Context: an optimization exercise on an open-source flow, tuned for small area. The choices shown serve that exercise and are no tape-out recipe.
The RTL was checked by simulation tests, not by an equivalence proof against the original design.

==> design/flow/run.sh <==
#!/bin/bash
# synth_recipe.tcl (not shown) runs the flow's synth.tcl, then flattens the netlist and writes it again
# the make line also repeats each setting of config.mk as NAME=value (left out here)
make -C /OpenROAD-flow-scripts/flow DESIGN_CONFIG=/design/flow/config.mk WORK_HOME=/design/flow/orfs CLKGATE_MAP_FILE= SYNTH_SCRIPT=/design/flow/synth_recipe.tcl finish
==> design/flow/config.mk <==
export PLATFORM = sky130hd
export DESIGN_NAME = jtag_pdi_sniffer
export DESIGN_NICKNAME = jtag_pdi_sniffer
export VERILOG_FILES = /design/flow/design.v
export SDC_FILE = /design/flow/constraint.sdc
export NUM_CORES = 4
export LEC_CHECK = 0
export CAP_MARGIN = 20
export CORE_MARGIN = 2
export CORE_UTILIZATION = 40
export SLEW_MARGIN = 20
==> design/flow/constraint.sdc <==
create_clock -name core_clock -period 10.0 [get_ports {clk}]
set_input_delay 2.0000 -clock core_clock [delete_from_list [all_inputs] [get_ports {clk}]]
set_output_delay 2.0000 -clock core_clock [all_outputs]
set_load 0.01 [all_outputs]
==> design/flow/design.v <==
module jtag_pdi_sniffer (
    input  wire       clk,
    input  wire       rst,         
    input  wire       smp_valid,   
    input  wire       tms,
    input  wire       tdi,
    input  wire       tdo,
    output wire       out_valid,
    output wire [7:0] out_data,
    output reg        pdi_err
);
    localparam [3:0] IR_IDCODE = 4'h3;
    localparam [3:0] IR_PDICOM = 4'h7;
    localparam [3:0] S_RESET      = 4'd0,
                     S_IDLE       = 4'd1,
                     S_SELECT_DR  = 4'd2,
                     S_CAPTURE_DR = 4'd3,
                     S_SHIFT_DR   = 4'd4,
                     S_EXIT1_DR   = 4'd5,
                     S_PAUSE_DR   = 4'd6,
                     S_EXIT2_DR   = 4'd7,
                     S_UPDATE_DR  = 4'd8,
                     S_SELECT_IR  = 4'd9,
                     S_CAPTURE_IR = 4'd10,
                     S_SHIFT_IR   = 4'd11,
                     S_EXIT1_IR   = 4'd12,
                     S_PAUSE_IR   = 4'd13,
                     S_EXIT2_IR   = 4'd14,
                     S_UPDATE_IR  = 4'd15;
    localparam [3:0] OP_LDS    = 4'h0,
                     OP_LD     = 4'h1,
                     OP_STS    = 4'h2,
                     OP_ST     = 4'h3,
                     OP_LDCS   = 4'h4,
                     OP_REPEAT = 4'h5,
                     OP_STCS   = 4'h6,
                     OP_KEY    = 4'h7,
                     OP_IDLE   = 4'hF;
    reg [3:0]  tap;
    reg [3:0]  ir;
    reg [3:0]  irs;
    reg [31:0] dri;
    reg [31:0] dro;
    reg [31:0] idcode;
    reg        id_evt;
    reg [8:0]  pdi_w;
    reg [8:0]  pdi_r;
    reg        pdi_evt;
    reg [3:0] tap_next;
    always @(*) begin
        case (tap)
            S_RESET:      tap_next = tms ? S_RESET     : S_IDLE;
            S_IDLE:       tap_next = tms ? S_SELECT_DR : S_IDLE;
            S_SELECT_DR:  tap_next = tms ? S_SELECT_IR : S_CAPTURE_DR;
            S_CAPTURE_DR: tap_next = tms ? S_EXIT1_DR  : S_SHIFT_DR;
            S_SHIFT_DR:   tap_next = tms ? S_EXIT1_DR  : S_SHIFT_DR;
            S_EXIT1_DR:   tap_next = tms ? S_UPDATE_DR : S_PAUSE_DR;
            S_PAUSE_DR:   tap_next = tms ? S_EXIT2_DR  : S_PAUSE_DR;
            S_EXIT2_DR:   tap_next = tms ? S_UPDATE_DR : S_SHIFT_DR;
            S_UPDATE_DR:  tap_next = tms ? S_SELECT_DR : S_IDLE;
            S_SELECT_IR:  tap_next = tms ? S_RESET     : S_CAPTURE_IR;
            S_CAPTURE_IR: tap_next = tms ? S_EXIT1_IR  : S_SHIFT_IR;
            S_SHIFT_IR:   tap_next = tms ? S_EXIT1_IR  : S_SHIFT_IR;
            S_EXIT1_IR:   tap_next = tms ? S_UPDATE_IR : S_PAUSE_IR;
            S_PAUSE_IR:   tap_next = tms ? S_EXIT2_IR  : S_PAUSE_IR;
            S_EXIT2_IR:   tap_next = tms ? S_UPDATE_IR : S_SHIFT_IR;
            default:      tap_next = tms ? S_SELECT_DR : S_IDLE;  
        endcase
    end
    always @(posedge clk) begin
        if (rst) begin
            tap     <= S_RESET;
            ir      <= IR_IDCODE;
            irs     <= 4'h0;
            dri     <= 32'h0;
            dro     <= 32'h0;
            idcode  <= 32'h0;
            id_evt  <= 1'b0;
            pdi_w   <= 9'h0;
            pdi_r   <= 9'h0;
            pdi_evt <= 1'b0;
        end else begin
            id_evt  <= 1'b0;
            pdi_evt <= 1'b0;
            if (smp_valid) begin
                case (tap)
                    S_RESET:     ir  <= IR_IDCODE;
                    S_SHIFT_DR: begin
                        dri <= {tdi, dri[31:1]};
                        dro <= {tdo, dro[31:1]};
                    end
                    S_UPDATE_DR: begin
                        if (ir == IR_IDCODE) begin
                            idcode <= dri;
                            id_evt <= 1'b1;
                        end else if (ir == IR_PDICOM) begin
                            pdi_w   <= dri[30:22];
                            pdi_r   <= dro[30:22];
                            pdi_evt <= 1'b1;
                        end
                    end
                    S_SHIFT_IR:  irs <= {tdi, irs[3:1]};
                    S_UPDATE_IR: ir  <= irs;
                    default: ;
                endcase
                tap <= tap_next;
            end
        end
    end
    reg [3:0]  opcode;
    reg [3:0]  arg;
    reg [7:0]  data;
    reg [34:0] wcnt;
    reg [34:0] rcnt;
    reg [31:0] rep;
    reg [31:0] acc;
    reg        cap_rep;    
    reg        byte_rdy;
    wire       wr     = (opcode == OP_IDLE) || (wcnt != 35'd0);
    wire [8:0] frame  = wr ? pdi_w : pdi_r;
    wire       par_bad = ^frame;
    wire [7:0] b      = frame[7:0];
    wire [2:0] size_a = {1'b0, b[3:2]} + 3'd1;
    wire [2:0] size_b = {1'b0, b[1:0]} + 3'd1;
    wire [32:0] rep_p1   = {1'b0, rep} + 33'd1;
    wire [34:0] rep_cnt  = {2'b00, rep_p1} * {32'd0, size_b};
    wire [34:0] wcnt_dec = wcnt - 35'd1;
    wire [34:0] rcnt_dec = (rcnt == 35'd0) ? 35'd0 : rcnt - 35'd1;
    wire [31:0] acc_next = {acc[23:0], b};
    reg [31:0] rep_new;
    always @(*) begin
        case (arg[1:0])
            2'd0:    rep_new = {24'd0, acc_next[7:0]};
            2'd1:    rep_new = {16'd0, acc_next[15:0]};
            2'd2:    rep_new = {8'd0,  acc_next[23:0]};
            default: rep_new = acc_next;
        endcase
    end
    always @(posedge clk) begin
        if (rst) begin
            opcode   <= OP_IDLE;
            arg      <= 4'h0;
            data     <= 8'h0;
            wcnt     <= 35'd0;
            rcnt     <= 35'd0;
            rep      <= 32'd0;
            acc      <= 32'd0;
            cap_rep  <= 1'b0;
            byte_rdy <= 1'b0;
            pdi_err  <= 1'b0;
        end else begin
            byte_rdy <= 1'b0;
            pdi_err  <= 1'b0;
            if (pdi_evt) begin
                if (par_bad) begin
                    pdi_err <= 1'b1;
                    opcode  <= OP_IDLE;
                    wcnt    <= 35'd0;
                    rcnt    <= 35'd0;
                    cap_rep <= 1'b0;
                end else if (wr && opcode == OP_IDLE) begin
                    data   <= b;
                    opcode <= b[7:4];
                    arg    <= b[3:0];
                    case (b[7:4])
                        OP_LDS: begin
                            wcnt <= {32'd0, size_a};
                            rcnt <= {32'd0, size_b};
                        end
                        OP_LD: begin
                            wcnt <= 35'd0;
                            rcnt <= rep_cnt;
                            rep  <= 32'd0;
                        end
                        OP_STS: begin
                            wcnt <= {32'd0, size_a} + {32'd0, size_b};
                            rcnt <= 35'd0;
                        end
                        OP_ST: begin
                            wcnt <= rep_cnt;
                            rcnt <= 35'd0;
                            rep  <= 32'd0;
                        end
                        OP_LDCS: begin
                            wcnt <= 35'd0;
                            rcnt <= 35'd1;
                        end
                        OP_REPEAT: begin
                            wcnt    <= {32'd0, size_b};
                            rcnt    <= 35'd0;
                            cap_rep <= 1'b1;
                        end
                        OP_STCS: begin
                            wcnt <= 35'd1;
                            rcnt <= 35'd0;
                        end
                        OP_KEY: begin
                            wcnt <= 35'd8;
                            rcnt <= 35'd0;
                        end
                        OP_IDLE: ;
                        default: begin
                            wcnt    <= 35'd0;
                            rcnt    <= 35'd0;
                            cap_rep <= 1'b0;
                        end
                    endcase
                end else if (wr) begin
                    data     <= b;
                    wcnt     <= wcnt_dec;
                    byte_rdy <= 1'b1;
                    if (cap_rep) begin
                        acc <= acc_next;
                        if (wcnt_dec == 35'd0) begin
                            rep     <= rep_new;
                            cap_rep <= 1'b0;
                        end
                    end
                    if (wcnt_dec == 35'd0 && rcnt == 35'd0)
                        opcode <= OP_IDLE;
                end else begin
                    data     <= b;
                    rcnt     <= rcnt_dec;
                    byte_rdy <= 1'b1;
                    if (rcnt_dec == 35'd0)
                        opcode <= OP_IDLE;
                end
            end
        end
    end
    reg [39:0] obuf;
    reg [2:0]  ocnt;
    always @(posedge clk) begin
        if (rst) begin
            obuf <= 40'd0;
            ocnt <= 3'd0;
        end else if (id_evt) begin
            obuf <= {8'h10, idcode};
            ocnt <= 3'd5;
        end else if (byte_rdy) begin
            obuf <= {8'h11, data, 24'd0};
            ocnt <= 3'd2;
        end else if (ocnt != 3'd0) begin
            obuf <= {obuf[31:0], 8'd0};
            ocnt <= ocnt - 3'd1;
        end
    end
    assign out_valid = (ocnt != 3'd0);
    assign out_data  = obuf[39:32];
endmodule
==> notes.md <==
worst max-delay path, stage by stage (launching register included):
cell and delay [ns]:
dfxtp_1 0.36, or3_1 0.44, or4_1 0.71, or4_1 0.57
or3_1 0.46, o21ai_2 0.17, buf_4 0.34, nand2b_1 0.14
fa_1 0.55, inv_1 0.04, ha_1 0.21, fa_1 0.41
a21oi_1 0.20, o21ai_0 0.13, o21a_1 0.22, a221o_1 0.45
a21boi_0 0.34, o31ai_1 0.24, mux2i_1 0.19, o21a_1 0.23
o221a_2 0.22
Yosys cell counts, drive strengths merged, types with 6 or more instances:
cell | number | area (um2)
dfxtp | 292 | 5846
a21oi | 265 | 1326
and3 | 12 | 75.07
or2 | 33 | 206.5
nor4 | 27 | 168.9
fa | 33 | 660.6
nor3 | 64 | 320.3
o21ai | 77 | 385.4
a22oi | 34 | 255.2
ha | 51 | 638.1
o21a | 8 | 60.06
a21o | 25 | 187.7
o31ai | 8 | 60.06
nor2b | 13 | 81.33
o211ai | 10 | 75.07
or4 | 9 | 71.32
clkbuf | 139 | 521.8
nand3 | 51 | 255.2
xor2 | 41 | 359.1
nand2 | 463 | 1738
xnor2 | 52 | 455.4
o21bai | 8 | 60.06
nand2b | 17 | 106.4
nand4 | 39 | 244.0
buf | 19 | 105.1
and4 | 8 | 70.07
o32ai | 11 | 96.34
a221oi | 8 | 70.07
inv | 106 | 397.9
nor3b | 6 | 45.04
a211oi | 34 | 255.2
nor2 | 254 | 953.4
or3 | 31 | 198.9
a31oi | 14 | 87.58
nand4b | 7 | 61.31
o22ai | 23 | 143.9
and2 | 11 | 68.82
mux2i | 25 | 250.2
sequential cells by signal, indices dropped and copies added, names as in the netlist, 3 cells and up:
name / count
dro: 10
ir: 4
tap: 4
data: 8
opcode: 4
irs: 4
ocnt: 3
pdi_r: 9
rcnt: 35
pdi_w: 9
wcnt: 35
idcode: 32
dri: 32
acc: 24
obuf: 40
rep: 32
metrics by stage:
step	util, %	worst slack, ns	area, um2	hold WS, ns	std cells
after detailed placement	41.54	3.353	18290	0.4452	2891
after CTS	44.15	3.313	19440	0.4543	2951
after global placement	41.53	3.445	18290	0.4433	2891
after floorplan	-	3.878	17730	0.4319	2411
final	44.15	3.251	19440	0.4518	2951
after global routing	44.15	2.809	19440	0.4691	2951
layout by cell type (no fill, tap or decap), drive strengths merged, types with 14 or more instances in the layout:
master | Yosys | routed
fa | 33 | 33
xnor2 | 52 | 52
clkbuf | 139 | 47
nand4 | 39 | 39
nor2 | 254 | 254
nand2 | 463 | 463
nand3 | 51 | 51
mux2i | 25 | 25
a21o | 25 | 25
o22ai | 23 | 23
a211oi | 34 | 34
nor4 | 27 | 27
o21ai | 77 | 77
a22oi | 34 | 34
a31oi | 14 | 14
a21oi | 265 | 265
ha | 51 | 51
xor2 | 41 | 41
or2 | 33 | 33
or3 | 31 | 31
inv | 106 | 106
dfxtp | 292 | 292
nand2b | 17 | 17
nor3 | 64 | 64
buf | 19 | 31
clkdlybuf4s50 | 0 | 14
how the worst max path moves through the flow:
stage              from       end  slack [ns]  cells past startpoint
2_1_floorplan   wcnt[9]  rcnt[32]        3.88                     21
3_3_place_gp    wcnt[9]  rcnt[32]        3.44                     20
3_5_place_dp    wcnt[9]  rcnt[32]        3.35                     20
4_1_cts         wcnt[9]  rcnt[32]        3.31                     20
5_1_grt         wcnt[9]  rcnt[34]        2.81                     20
6_report       wcnt[12]  rcnt[32]        3.25                     20
cells by family (layout without fill, tap and decap cells):
group           after synthesis  count (layout)
buf+inv                     265             213
fa+ha+maj                    84              84
simple gates               1057            1057
flops                       292             292
xor+xnor                     94              94
compound gates              590             590
mux                          29              29
routing by layer:
metal	wire [um]	share of wire, %
met5	10	0.019
met1	23370	43
met2	25010	46
met3	2955	5.5
met4	2556	4.7
report_power, final:
part	switching [mW]	internal [mW]
clock network	0.524	0.739
registers	0.0233	1.20
logic	0.175	0.0901
area by class of cell:
cell class	instances	share of cell area, %
clock buffer	46	4.969
clock inverter	14	0.9268
inverter	107	2.066
multi-input combinational	1854	56.17
sequential	292	30.07
tap	592	3.810
timing repair buffer	46	1.989
==> results.json <==
{
  "status": "timing/DRC/antenna clean",
  "power_density_nw_per_um2": 141.6,
  "clockRootBuffer": "clkbuf_16",
  "die-area_um2": 46040,
  "synth_cells": 2411,
  "crit_arrival_ns": 7.19,
  "synth_nets": 2501,
  "drc": 0,
  "drive_gt1_share_pct": 5.299,
  "rr_startpoint": "wcnt[12]",
  "die_w_um": 214.6,
  "end_kind": "register",
  "synth.area.mux_share_pct": 1.665,
  "wire_per_inst_um": 18.27,
  "use_met2_pct": 38.69,
  "crit_type": "register to register",
  "path_max_fanout": 36,
  "seq_area_um2": 5846,
  "cts_buffers": 34,
  "cts_resized": 0,
  "first_pass_iters": 6,
  "start_util_pct": 40.28,
  "fillCellCount": 4568,
  "leakage_nw": 7.489,
  "r2r_cells": 20,
  "synth_fa_ha_area_share_pct": 7.323,
  "syn2layout_area_growth_pct": 9.616,
  "busiest_layer": "met2",
  "ctsHoldBuffers": 0,
  "slew_violations": 0,
  "synth_edf_count": 0,
  "synth_top_family_by_area": "simple AND/OR/NAND/NOR gates",
  "routed_wl_um": 53900,
  "r2r_end": "rcnt[32]",
  "synth_compound_area_share_pct": 20.63,
  "synth_xor_area_share_pct": 4.720,
  "vias": 16870,
  "numClockSinks": 292,
  "hold_end": "rep[28]",
  "syn_avg_cell_area_um2": 7.356,
  "met3_usage_pct": 3.433,
  "fmax_mhz": 148.2,
  "ir_drop_v": 0.0001353,
  "ff2ff_setup_slack_ns": 3.25,
  "synthSimpleGateAreaFrac_pct": 26.90,
  "hold_viol": 0,
  "grt_util_all_layers_pct": 22.97,
  "gp_congestion": 1.003,
  "path_clk_slew_ns": 0.06,
  "yosys_register_bits": 292,
  "clockBufferDepth": 3,
  "holdPathStages": 2,
  "tns_ns": 0,
  "antenna_left": 0,
  "ios": 16,
  "grt_max_degree": 90,
  "vias_per_cell": 5.715,
  "cts_tree": "done",
  "grt_pass1_vias": 16120,
  "nNetsFinal": 2425,
  "syn_area_um2": 17730,
  "grt_first_pass_wirelength_um": 86660,
  "cts.htree.levels": 2,
  "min_period_over_period_pct": 67.49,
  "holdCritPathClass": "register to register",
  "diodes": 0,
  "antenna_found_initial": 1,
  "drt-initial-drc-count": 1565,
  "num_rows": 77,
  "power_mw": 2.753,
  "multi_input_area_um2": 10920,
  "maxCapViolCount": 0,
  "rsz0062_at_grt": "no",
  "ys_async_sr_fraction_pct": 0,
  "seq_area_frac_synth_pct": 32.96,
  "portBuffers": 15,
  "min_from": "rep[28]",
  "clk-insertion-delay-late_ns": 0.56,
  "core-area_um2": 44030,
  "worstPathRequired_ns": 10.45,
  "die_h_um": 214.6,
  "timing.final.crit_period_ns": 6.749,
  "yosysWarnings": 1,
  "synthFlopType": "dfxtp_1",
  "postCtsSetupBuffers": 0,
  "setup_viol": 0,
  "dpl.hpwl_um": 39130,
  "ys_types": 75,
  "tightest_slew_ns": 1.058,
  "overflow": 0,
  "startpoint_type": "register",
  "relSlewSlack_pct": 29.19,
  "grtUsageMet1_pct": 28.91,
  "fin_skew_ns": 0.01977
}

==> what the ideal ports hide <==
How much do the figures lean on ideal ports? The routed layout below was timed once more, with nothing changed but the port constraints. Step 1 sets driving cells, clkbuf_16 on the clock port and buf_2 on the other inputs (assumed; they add their load-dependent delay and slew). Step 2 also shifts input and output timing later by t, the mid clock arrival at the registers, as if the neighbouring blocks saw the same clock. Slacks: no drivers / after step 1 / after step 2; pairs: no drivers / after step 1.
t, ns: 0.604
setup slack, ns: 3.251 / 3.251 / 3.251
hold WS [ns]: 0.452 / 0.452 / 0.452
worst register clock-pin slew, ns: 0.06 / 0.06
After both steps setup and hold are still met in this run. The setup slack of this run moves by 0.000 ns with the drivers and by 0.000 ns with both steps.
